Background: an optimization exercise with open tools, aiming at small area, a short achievable clock period and few clock cycles. Do not read the settings as production practice. In this exercise RTL edits were held to simulation tests only and were not proved equivalent to the original. Power figures rest on the tool's default switching activity, not on a simulated workload.

== the baseline ==
// lzss_compress
module lzss_compress (
    input  wire        clk,
    input  wire        rst,
    input  wire        wr_en,
    input  wire [7:0]  wr_addr,
    input  wire [7:0]  wr_data,
    input  wire        start,
    input  wire [8:0]  src_len,
    output wire        busy,
    output wire        tok_valid,
    input  wire        tok_ready,
    output wire        tok_match,
    output wire [15:0] tok_data
);
Size in the first run: roughly 11000 cells after synthesis, ~49 I/O pins.
make LEC_CHECK=0 CAP_MARGIN=20 CORE_MARGIN=2 CORE_UTILIZATION=40 SETUP_SLACK_MARGIN=5 SLEW_MARGIN=20 finish   # period 10.0 ns
run.sh (not shown) runs the stock make flow with config.mk's settings and CLKGATE_MAP_FILE= SYNTH_SCRIPT=/design/flow/synth_recipe.tcl, a recipe that flattens the netlist after the stock synthesis.
Run status, the baseline: aborted in 5_1_grt, error GRT-0116
Testbench counts of the baseline, summed over its fixed seeds: cycles 39,674.
### the baseline -> the candidate
diff --git a/flow/config.mk b/flow/config.mk
--- a/flow/config.mk
+++ b/flow/config.mk
@@ -10 +10,2 @@
-export CORE_UTILIZATION = 40
+export CORE_UTILIZATION = 50
+export CTS_CLUSTER_SIZE = 30
[summary]
Seen in the log of the candidate: GRT-0116 during 5_1_grt, after which the run never completed. Re number of distinct library cells after synthesis: no difference whatsoever between the candidate and the baseline. Against the baseline, number of standard-cell rows in the floorplan in the candidate fell by more than 10%. The run showing the greater number of gates resized after CTS is the baseline.

* * *

Setup of old:
lzss_compress, a different RTL version from the one above (not shown whole).
Size: roughly 9,900 cells after synthesis, roughly 49 I/O pins.
==> flow/config.mk <==
export PLATFORM = sky130hd
export DESIGN_NAME = lzss_compress
export DESIGN_NICKNAME = lzss_compress
export VERILOG_FILES = /design/flow/design.v
export SDC_FILE = /design/flow/constraint.sdc
export NUM_CORES = 4
export LEC_CHECK = 0
export CAP_MARGIN = 20
export CORE_MARGIN = 2
export CORE_UTILIZATION = 40
export CTS_CLUSTER_SIZE = 30
export SETUP_SLACK_MARGIN = 5
export SLEW_MARGIN = 20
==> flow/constraint.sdc <==
create_clock -name core_clock -period 10.0 [get_ports {clk}]
set_input_delay 2.0000 -clock core_clock [delete_from_list [all_inputs] [get_ports {clk}]]
set_output_delay 2.0000 -clock core_clock [all_outputs]
set_load 0.01 [all_outputs]
standard.sh (not shown) runs the stock make flow with config.mk's settings and CLKGATE_MAP_FILE= SYNTH_SCRIPT=/design/flow/synth_recipe.tcl, a recipe that flattens the netlist after the stock synthesis.
==> flow/flow/run.sh <==
#!/bin/bash
# The standard layout (standard.sh) with one change: the timing repair
# after floorplan, clock tree synthesis and global routing aims for a setup
# slack of SETUP_PUSH ns at the design's clock period instead of the
# SETUP_SLACK_MARGIN of config.mk. The clock, constraints, synthesis and every
# other step are the standard flow's own.
set -euo pipefail
SETUP_PUSH=5.6
grep -q 'SETUP_SLACK_MARGIN=5 ' standard.sh
sed "s/SETUP_SLACK_MARGIN=5 /SETUP_SLACK_MARGIN=${SETUP_PUSH} /" standard.sh > standard_push.sh
bash standard.sh synth > log_synth.txt 2>&1
bash standard_push.sh > log_layout.txt 2>&1
test -s out/final.def
Testbench counts of old, summed over its fixed seeds: cycles 39,674.
Relative to old, the following input files were edited for new:
# old
export LEC_CHECK = 0
export CAP_MARGIN = 20
export CORE_MARGIN = 2
export CORE_UTILIZATION = 40
export CTS_CLUSTER_SIZE = 30
export SETUP_SLACK_MARGIN = 5
export SLEW_MARGIN = 20
create_clock -name core_clock -period 10.0 [get_ports {clk}]
# new
export LEC_CHECK = 0
export CAP_MARGIN = 20
export CORE_MARGIN = 2
export CORE_UTILIZATION = 40
export CTS_CLUSTER_SIZE = 30
export SETUP_SLACK_MARGIN = 5
export SLEW_MARGIN = 20
export TNS_END_PERCENT = 5
create_clock -name core_clock -period 10.0 [get_ports {clk}]
### Flow results
Combinational share of power: new vs old down 0.3 points. Delta (new minus old): synthesized area saw little to no change; final area saw a decrease; sequential share of layout area saw an increase; wire length of the first global-routing pass saw a decrease. Startpoint of the worst setup timing path = ptr[8]$_SDFF_PN0_: new; startpoint of the worst setup timing path = ptr[0]$_SDFF_PN0_: old.

-- what the ideal ports hide --
The flow's constraints put no driver on any port. The routed layouts listed below were extracted and timed again, unchanged, in two steps.
Step 1 assumes that a clkbuf_16 drives the clock port and a buf_2 every other input.
Step 2 times the ports against the registers' clock, not the clock port: input delays grow and output delays shrink by t, the midpoint of the rising clock arrivals with the driver on.
a / b / c = ideal / step 1 / step 2; a / b = the first two.
| run | t (ns) | setup WS [ns] | worst hold slack (ns) | worst setup path at the end | latest minus earliest clock arrival (ns) |
|---|---|---|---|---|---|
| old | 1.053 | 5.405 / 5.405 / 5.199 | 0.379 / 0.379 / 0.379 | input to register | 0.084 / 0.084 |
| new | 1.050 | 5.319 / 5.319 / 5.214 | 0.375 / 0.375 / 0.375 | input to register | 0.089 / 0.089 |
After both steps setup and hold are still met in every run listed. The setup slack of old, which loses most, moves by 0.000 ns with the drivers and by -0.206 ns with both steps.
